This design comes from an exercise in tuning for small area, a short achievable clock period and few clock cycles on the open sky130 flow, not from production work. The clock input has no modelled driver; a real chip could not lean on it and would need a root buffer or a full tree. Power figures rest on the tool's default switching activity, not on a simulated workload.

## run 1
// daly_rx
module daly_rx (
    input  wire        clk,
    input  wire        rst,
    input  wire        start_valid,
    output wire        start_ready,
    input  wire [7:0]  start_cmd,
    input  wire [7:0]  start_n,
    input  wire        start_w2,
    input  wire [7:0]  start_count,
    input  wire        rx_valid,
    output wire        rx_ready,
    input  wire [7:0]  rx_data,
    input  wire        rx_last,
    input  wire        rx_ctl,
    output wire        item_valid,
    input  wire        item_ready,
    output wire [15:0] item_data,
    output wire        log_valid,
    output wire        log_kind,
    output wire [7:0]  log_a,
    output wire [7:0]  log_b,
    output wire        done,
    output wire [7:0]  done_frames,
    output wire [7:0]  done_items,
    output wire [2:0]  done_detail
);
For scale: roughly 97 I/O pins, roughly 8000 um2 of cells after synthesis.
==> flow/config.mk <==
export PLATFORM = sky130hd
export DESIGN_NAME = daly_rx
export DESIGN_NICKNAME = daly_rx
export VERILOG_FILES = /design/flow/design.v
export SDC_FILE = /design/flow/constraint.sdc
export NUM_CORES = 4
export LEC_CHECK = 0
export ABC_AREA = 1
export CAP_MARGIN = 20
export CORE_MARGIN = 2
export CORE_UTILIZATION = 55
export PLACE_DENSITY = 0.65
export SETUP_SLACK_MARGIN = 4.5
export SLEW_MARGIN = 20
==> flow/constraint.sdc <==
create_clock -name core_clock -period 6.5 [get_ports {clk}]
set_input_delay 1.3000 -clock core_clock [delete_from_list [all_inputs] [get_ports {clk}]]
set_output_delay 1.3000 -clock core_clock [all_outputs]
set_load 0.01 [all_outputs]
standard.sh (not shown) runs the stock make flow with config.mk's settings and CLKGATE_MAP_FILE= SYNTH_SCRIPT=/design/flow/synth_recipe.tcl, a recipe that flattens the netlist after the stock synthesis.
==> flow/flow/run.sh <==
#!/bin/bash
# The standard ORFS layout, with two changes: the ports get plain buf_2
# buffers, and the clock tree is built by hand (flow/manual_cts_inv.tcl, run as
# ORFS's PRE_CTS hook) as two levels of clkinv_16 inverters.
set -euo pipefail
here=$(cd "$(dirname "${BASH_SOURCE[0]}")" && pwd)
export BUFFER_PORTS_ARGS="-buffer_cell sky130_fd_sc_hd__buf_2"
export PRE_CTS_TCL="$here/manual_cts_inv.tcl"
bash standard.sh > standard.log 2>&1
==> flow/flow/manual_cts_inv.tcl <==
# PRE_CTS_TCL hook: builds the clock tree by hand and leaves ORFS's
# clock_tree_synthesis with nothing to do. The clock port drives four root
# clkinv_16 inverters; each drives two leaf clkinv_16 inverters, and each
# leaf drives the flip-flops of one placement region (regions made by
# splitting the flip-flops at the median, along the wider side, again and
# again). Every register sits two inversions from the clock port, so it
# sees the clock's own polarity. The rest of the CTS step (legalizing,
# timing repair) runs as usual.

# Splits items {x y ...} into k groups by recursive median bisection.
proc mct_bisect {items k} {
  if {$k <= 1 || [llength $items] < 2} { return [list $items] }
  set xs [lsort -integer [lmap i $items {lindex $i 0}]]
  set ys [lsort -integer [lmap i $items {lindex $i 1}]]
  set dx [expr {[lindex $xs end] - [lindex $xs 0]}]
  set dy [expr {[lindex $ys end] - [lindex $ys 0]}]
  set sorted [lsort -integer -index [expr {$dx >= $dy ? 0 : 1}] $items]
  set k1 [expr {$k / 2}]
  set n1 [expr {[llength $sorted] * $k1 / $k}]
  return [concat [mct_bisect [lrange $sorted 0 [expr {$n1 - 1}]] $k1] \
                 [mct_bisect [lrange $sorted $n1 end] [expr {$k - $k1}]]]
}

proc mct_centroid {grp} {
  set sx 0
  set sy 0
  foreach s $grp {
    incr sx [lindex $s 0]
    incr sy [lindex $s 1]
  }
  return [list [expr {$sx / [llength $grp]}] [expr {$sy / [llength $grp]}]]
}

proc mct_add_buf {block master name loc innet} {
  set inst [odb::dbInst_create $block $master $name]
  $inst setLocation {*}$loc
  $inst setPlacementStatus PLACED
  set net [odb::dbNet_create $block "${name}_net"]
  $net setSigType CLOCK
  [$inst findITerm A] connect $innet
  [$inst findITerm $::mct_out] connect $net
  return $net
}

proc manual_clock_tree {nroot nleaf bufname} {
  set block [ord::get_db_block]
  set master [[ord::get_db] findMaster $bufname]
  set clknet [$block findNet clk]
  set sinks {}
  foreach it [$clknet getITerms] {
    lassign [[$it getInst] getLocation] x y
    lappend sinks [list $x $y $it]
  }
  set leaves [mct_bisect $sinks $nleaf]
  set litems {}
  set i 0
  foreach grp $leaves {
    lappend litems [list {*}[mct_centroid $grp] $i]
    incr i
  }
  set r 0
  foreach rgrp [mct_bisect $litems $nroot] {
    set rnet [mct_add_buf $block $master "clkinvroot_$r" [mct_centroid $rgrp] $clknet]
    foreach l $rgrp {
      set i [lindex $l 2]
      set grp [lindex $leaves $i]
      set lnet [mct_add_buf $block $master "clkinvleaf_$i" [lrange $l 0 1] $rnet]
      foreach s $grp {
        set it [lindex $s 2]
        $it disconnect
        $it connect $lnet
      }
      puts "manual clock tree: clkinvroot_$r -> clkinvleaf_$i -> [llength $grp] clock pins"
    }
    incr r
  }
}

set ::mct_out Y
manual_clock_tree 4 8 sky130_fd_sc_hd__clkinv_16
set_propagated_clock [all_clocks]
rename clock_tree_synthesis orfs_clock_tree_synthesis_unused
proc clock_tree_synthesis {args} {
  puts "clock_tree_synthesis skipped: the clock tree was built by the PRE_CTS hook"
}
# cts.tcl runs repair_clock_inverters after this hook; it would clone the
# tree's inverters next to every register. The design has no other clock
# inverters, so it has nothing else to do.
rename repair_clock_inverters orfs_repair_clock_inverters_unused
proc repair_clock_inverters {args} {
  puts "repair_clock_inverters skipped: the clock tree was built by the PRE_CTS hook"
}
Looking at the reports, run 1 completed the entire flow and the layout it produced met the timing, DRC and antenna checks.
Changes in run 2 relative to run 1:
# run 1
export LEC_CHECK = 0
export ABC_AREA = 1
export CAP_MARGIN = 20
export CORE_MARGIN = 2
export CORE_UTILIZATION = 55
export PLACE_DENSITY = 0.65
export SETUP_SLACK_MARGIN = 4.5
export SLEW_MARGIN = 20
create_clock -name core_clock -period 6.5 [get_ports {clk}]
# run 2
export LEC_CHECK = 0
export ABC_AREA = 1
export CAP_MARGIN = 20
export CORE_MARGIN = 2
export CORE_UTILIZATION = 55
export PLACE_DENSITY = 0.65
export SETUP_SLACK_MARGIN = 4.45
export SLEW_MARGIN = 20
create_clock -name core_clock -period 6.5 [get_ports {clk}]
-- flow/flow/manual_cts_inv.tcl --
<<< run 1, line 5
# splitting the flip-flops at the median, along the wider side, again and
# again). Every register sits two inversions from the clock port, so it
>>> run 2, line 5
# splitting the flip-flops at the median, along the wider side, three
# times). Every register sits two inversions from the clock port, so it
Findings:
Delta (run 2 minus run 1): number of fill cells increased about 2.4%, total power consumption of the routed design rose about 0.45%, hold buffer count at cts now sits at about the same level, combinational cell power closely matched the old numbers. Run 1 -> run 2: number of cells after detailed placement flat. First-iteration DRC count (higher): run 1. Re detailed-routing wirelength on met1: run 2 is 480 um down on run 1.
Modified inputs, run 3 compared to run 2
# run 2
export LEC_CHECK = 0
export ABC_AREA = 1
export CAP_MARGIN = 20
export CORE_MARGIN = 2
export CORE_UTILIZATION = 55
export PLACE_DENSITY = 0.65
export SETUP_SLACK_MARGIN = 4.45
export SLEW_MARGIN = 20
create_clock -name core_clock -period 6.5 [get_ports {clk}]
# run 3
export LEC_CHECK = 0
export ABC_AREA = 1
export CAP_MARGIN = 20
export CELL_PAD_IN_SITES_DETAIL_PLACEMENT = 0
export CELL_PAD_IN_SITES_GLOBAL_PLACEMENT = 0
export CORE_MARGIN = 2
export CORE_UTILIZATION = 55
export PLACE_DENSITY = 0.65
export SETUP_SLACK_MARGIN = 4.42
export SLEW_MARGIN = 20
create_clock -name core_clock -period 6.5 [get_ports {clk}]
-- flow/flow/manual_cts_inv.tcl --
<<< run 2, line 5
# splitting the flip-flops at the median, along the wider side, three
# times). Every register sits two inversions from the clock port, so it
>>> run 3, line 5
# splitting the flip-flops at the median, along the wider side, again and
# again). Every register sits two inversions from the clock port, so it
### Flow results
Run 3: all stages complete, timing, DRC and antenna checks passed. On count of mapped cells out of synthesis, run 3 and run 2 are neck and neck. Run 3 vs run 2 — detailed-route wire length climbed by a few percent. Post-detailed-placement cell area: run 2 vs run 3 — no meaningful difference. Overall power after layout across run 3 and run 2: no real change. Status: initial antenna violation count parity (run 3, run 2).
[inputs] run 4 vs run 3
# run 3
export LEC_CHECK = 0
export ABC_AREA = 1
export CAP_MARGIN = 20
export CELL_PAD_IN_SITES_DETAIL_PLACEMENT = 0
export CELL_PAD_IN_SITES_GLOBAL_PLACEMENT = 0
export CORE_MARGIN = 2
export CORE_UTILIZATION = 55
export PLACE_DENSITY = 0.65
export SETUP_SLACK_MARGIN = 4.42
export SLEW_MARGIN = 20
create_clock -name core_clock -period 6.5 [get_ports {clk}]
# run 4
export LEC_CHECK = 0
export CAP_MARGIN = 20
export CORE_MARGIN = 2
export CORE_UTILIZATION = 55
export PLACE_DENSITY = 0.65
export SETUP_SLACK_MARGIN = 4.45
export SLEW_MARGIN = 20
create_clock -name core_clock -period 6.5 [get_ports {clk}]
-- flow/flow/manual_cts_inv.tcl --
<<< run 3, line 5
# splitting the flip-flops at the median, along the wider side, again and
# again). Every register sits two inversions from the clock port, so it
>>> run 4, line 5
# splitting the flip-flops at the median, along the wider side, three
# times). Every register sits two inversions from the clock port, so it
==> run notes <==
Taking run 3 as the reference, in run 4 final layout net count shows a reduction of about 16%; summed instance area of the synthesized netlist shows a reduction of 350 um2; length of routed wiring on met1 shows a reduction of 5.5%; total half-perimeter wirelength after legalization and detailed placement shows a reduction of 15%.
Run 4 vs run 3, global-route usage over all layers went down by 1.3 points.
Comparing the two runs side by side, run 4 comes out behind run 3 on maximum frequency.
Post-detailed-routing wire length for run 4: 1.6 mm down relative to run 3
In the metrics for run 4 and run 3, the one carrying the lower net switching share of the total power is run 4.
Relative to run 3, the via count of the first global-routing pass measured on run 4 has decreased by more than 10%.
Run 4 vs run 3 on largest stage delay on the critical path: run 4 is the higher one.
Function was not checked in any run of this note: the RTL went through the layout flow alone. No run of this note takes its clock network from TritonCTS; it comes from the design's own scripts or RTL.

========
daly_rx, a different RTL version from the one above (not shown whole).
For scale: about 770 cells after synthesis, ~160 flip-flops, roughly 8000 um2 of cells after synthesis.
export LEC_CHECK = 0
export CAP_MARGIN = 20
export CORE_MARGIN = 2
export CORE_UTILIZATION = 55
export PLACE_DENSITY = 0.65
export SETUP_SLACK_MARGIN = 4.25
export SLEW_MARGIN = 20
create_clock -name core_clock -period 6.5 [get_ports {clk}]
==> flow/flow/run.sh <==
#!/bin/bash
# Standard ORFS layout, with plain buffers on the ports, no dummy clock loads
# and larger sink clusters.
set -euo pipefail
export BUFFER_PORTS_ARGS="-buffer_cell sky130_fd_sc_hd__buf_2"
export CTS_ARGS="-sink_clustering_enable -repair_clock_nets -dont_use_dummy_load -sink_clustering_size 40 -sink_clustering_max_diameter 120 -buf_list sky130_fd_sc_hd__clkbuf_8"
bash standard.sh > standard.log 2>&1
Edit:
- ABC_AREA: not set -> 1
What happened: The changed run completed without violations; via count is higher by 1.7%; synthesized area shrinks by 0.81%; sequential cell count stays the same.
Function was not checked in any run of this note: the RTL went through the layout flow alone.

========
Setup of job 5061:
The RTL this note starts from:
==> flow/design.v <==
module daly_rx (
    input  wire        clk,
    input  wire        rst,
    input  wire        start_valid,
    output wire        start_ready,
    input  wire [7:0]  start_cmd,
    input  wire [7:0]  start_n,
    input  wire        start_w2,
    input  wire [7:0]  start_count,
    input  wire        rx_valid,
    output wire        rx_ready,
    input  wire [7:0]  rx_data,
    input  wire        rx_last,
    input  wire        rx_ctl,
    output wire        item_valid,
    input  wire        item_ready,
    output wire [15:0] item_data,
    output wire        log_valid,
    output wire        log_kind,
    output wire [7:0]  log_a,
    output wire [7:0]  log_b,
    output wire        done,
    output wire [7:0]  done_frames,
    output wire [7:0]  done_items,
    output wire [2:0]  done_detail
);
    localparam D_NONE      = 3'd0;
    localparam D_READ_ERR  = 3'd1;
    localparam D_NO_DATA   = 3'd2;
    localparam D_SHORT     = 3'd3;
    localparam D_CHECKSUM  = 3'd4;
    localparam D_COMMAND   = 3'd5;
    reg        sr;             
    reg        rdy;            
    reg        rx_on;          
    reg        done_r;
    reg        emit;           
    reg [2:0]  nx;             
    reg [7:0]  x_cmd;
    reg        x_w2;
    reg [7:0]  rem;            
    reg [7:0]  nleft;          
    reg [3:0]  bc;             
    reg [7:0]  d_r;            
    reg        v_r;            
    reg        s_r;            
    reg        k_r;            
    reg [7:0]  sum;            
    reg        cmd_ok;
    reg [7:0]  idx;            
    reg [7:0]  pb [0:6];       
    reg [15:0] itm;            
    reg [7:0]  frames;
    reg [7:0]  series;
    reg [7:0]  la;             
    reg [2:0]  detail;
    reg        log_v;
    reg        log_k;
    assign start_ready = sr;
    assign rx_ready    = rdy;
    assign item_valid  = emit;
    assign item_data   = itm;
    assign log_valid   = log_v;
    assign log_kind    = log_k;
    assign log_a       = la;
    assign log_b       = idx;
    assign done        = done_r;
    assign done_frames = frames;
    assign done_items  = series;
    assign done_detail = detail;
    wire start_take = start_valid && sr;
    wire take  = rx_valid && rdy;
    wire b12   = (bc == 4'd12);
    wire [3:0] bc1 = bc + 4'd1;
    wire short = take && !rx_ctl && !b12 && rx_last;
    wire rx_on_n = rx_on && nleft != 8'd0 &&
                   !(take && (rx_ctl || (b12 ? nleft == 8'd1 : rx_last)));
    wire e_r   = v_r && (bc == 4'd0);      
    wire eq    = (d_r == sum);
    wire more  = (rem != 8'd0);
    wire okf   = e_r && eq && cmd_ok;
    wire lk    = okf && more;
    wire [7:0] frames1 = frames + 8'd1;
    wire mm    = (idx != frames1);
    wire emit_take = emit && item_ready;
    wire last_item = (rem == 8'd1) || (nx == (x_w2 ? 3'd3 : 3'd7));
    wire emit_n    = lk || (emit && !(item_ready && last_item));
    wire fin_n     = !rx_on_n && !emit_n && !take;
    wire [3:0] freed = x_w2 ? {nx, 1'b0} : {1'b0, nx};
    wire stall_n = emit && (b12 || bc >= freed + 4'd4);
    wire [15:0] item_sel = x_w2 ? {pb[{nx[1:0], 1'b0}], pb[{nx[1:0], 1'b1}]}
                                : {{8{pb[nx][7]}}, pb[nx]};
    always @(posedge clk) begin
        if (take)
            bc <= b12 ? 4'd0 : bc1;
        d_r <= take ? rx_data : 8'd0;
        v_r <= !rst && take;
        s_r <= !rst && short;
        k_r <= !rst && take && rx_ctl;
        sum <= (v_r && bc == 4'd1 ? 8'd0 : sum) + d_r;
        if (v_r) begin
            if (bc == 4'd3)
                cmd_ok <= (d_r == x_cmd);
            if (bc == 4'd5)
                idx <= d_r;
            if (bc == 4'd6)  pb[0] <= d_r;
            if (bc == 4'd7)  pb[1] <= d_r;
            if (bc == 4'd8)  pb[2] <= d_r;
            if (bc == 4'd9)  pb[3] <= d_r;
            if (bc == 4'd10) pb[4] <= d_r;
            if (bc == 4'd11) pb[5] <= d_r;
            if (bc == 4'd12) pb[6] <= d_r;
        end
        if (e_r) begin
            nleft <= nleft - 8'd1;
            log_k <= 1'b1;
            if (!eq)
                detail <= D_CHECKSUM;
            else if (!cmd_ok)
                detail <= D_COMMAND;
            else
                frames <= frames1;
        end
        if (k_r)
            detail <= d_r[0] ? D_READ_ERR : D_NO_DATA;
        if (s_r) begin
            log_k  <= 1'b0;
            detail <= D_SHORT;
            idx    <= 8'd0;
        end
        la <= s_r ? {4'd0, bc} : frames1;
        if (!emit || item_ready)
            itm <= item_sel;
        if (!emit)
            nx <= lk ? 3'd1 : 3'd0;
        if (emit_take) begin
            series <= series + 8'd1;
            rem    <= rem - 8'd1;
            nx     <= nx + 3'd1;
        end
        if (start_take) begin
            x_cmd  <= start_cmd;
            x_w2   <= start_w2;
            rem    <= start_count;
            nleft  <= start_n;
            bc     <= 4'd0;
            frames <= 8'd0;
            series <= 8'd0;
            detail <= D_NONE;
        end
    end
    always @(posedge clk) begin
        emit  <= !rst && emit_n;
        log_v <= !rst && (s_r || (lk && mm));
    end
    always @(posedge clk) begin
        if (rst) begin
            sr     <= 1'b1;
            rdy    <= 1'b0;
            rx_on  <= 1'b0;
            done_r <= 1'b0;
        end else begin
            if (start_take) begin
                sr     <= 1'b0;
                rdy    <= 1'b1;
                rx_on  <= 1'b1;
                done_r <= 1'b0;
            end else if (!sr) begin
                rx_on  <= rx_on_n;
                rdy    <= rx_on_n && !stall_n;
                done_r <= fin_n;
                sr     <= fin_n;
            end else begin
                done_r <= 1'b0;
            end
        end
    end
endmodule
clock: 6.5 ns
lec_check: 0
abc_area: 1
cap_margin: 20
core_margin: 2
core_utilization: 55
place_density: 0.5
setup_slack_margin: 4.42
slew_margin: 20
==> flow/flow/run.sh <==
#!/bin/bash
# The standard ORFS layout, with two changes: the ports get plain buf_2
# buffers, and the clock tree is built by hand (flow/manual_cts_inv.tcl, run as
# ORFS's PRE_CTS hook) as two levels of clkinv_16 inverters.
set -euo pipefail
here=$(cd "$(dirname "${BASH_SOURCE[0]}")" && pwd)
export BUFFER_PORTS_ARGS="-buffer_cell sky130_fd_sc_hd__buf_2"
export PRE_CTS_TCL="$here/manual_cts_inv.tcl"
bash standard.sh > standard.log 2>&1
Other scripts of this flow, unchanged in this note and not shown: flow/flow/manual_cts_inv.tcl
Input changes introduced in job 4629 (baseline for comparison: job 5061):
- swapping 4.42 for 4.35 in SETUP_SLACK_MARGIN
- swapping 0.5 for 0.65 in PLACE_DENSITY
Job 4629: area of all placed cells without fillers is 3.3% lower than what job 5061 reported.
Looking at aggregate routed wire length, job 4629 sits about 2.2% lower than job 5061 does.
When the final numbers for job 4629 and job 5061 were put side by side, the post-route minimum period turned out to be greater in job 4629.
Register-to-register slack delta for job 4629 relative to job 5061: 20 ps higher
Delta (job 4629 minus job 5061): met3 layer wire length in the routed design level; share of the clock period used by the worst path was more or less identical; fraction of met2 tracks used by global routing moved down.
First-iteration DRC count (job 4629 vs. job 5061) increases slightly
No functional check of the RTL was part of any run of this note. No run of this note takes its clock network from TritonCTS; it comes from the design's own scripts or RTL.

[static timing again, ports no longer ideal]
Ports are ideal in the flow. The routed layouts listed here were re-timed in OpenROAD. Step 1 sets driving cells, clkbuf_16 on the clock port and buf_2 on the other inputs (assumed; they add their load-dependent delay and slew). Step 2 adds t to the input delays and takes it off the output delays; t is the mean of the earliest and latest rising clock arrival at the registers after step 1. Input paths then give back, and output paths get back, about the clock's delay inside the block. Slacks: ideal ports / drivers / drivers and shift; pairs: ideal ports / drivers.
run	shift t [ns]	setup slack, ns	worst setup path at the end	latest minus earliest clock arrival (ns)
run 1	0.350	4.357 / 4.139 / 4.205	input to register	0.010 / 0.010
run 2	0.352	4.431 / 4.250 / 4.257	input to register	0.016 / 0.017
run 3	0.350	4.371 / 4.209 / 4.151	input to register	0.010 / 0.011
run 4	0.350	4.246 / 4.121 / 4.057	input to register	0.008 / 0.008
the first run of note 2	0.482	4.106 / 4.106 / 3.800	input to register	0.019 / 0.020
the second run of note 2	0.483	4.232 / 4.193 / 3.831	input to register	0.022 / 0.022
job 5061	0.350	4.366 / 4.233 / 4.163	input to register	0.008 / 0.009
job 4629	0.353	4.360 / 4.167 / 4.207	input to register	0.009 / 0.010
After both steps every run listed still meets setup and hold. For the second run of note 2, which loses most, drivers alone change the setup slack by -0.039 ns; drivers and shift together by -0.401 ns.
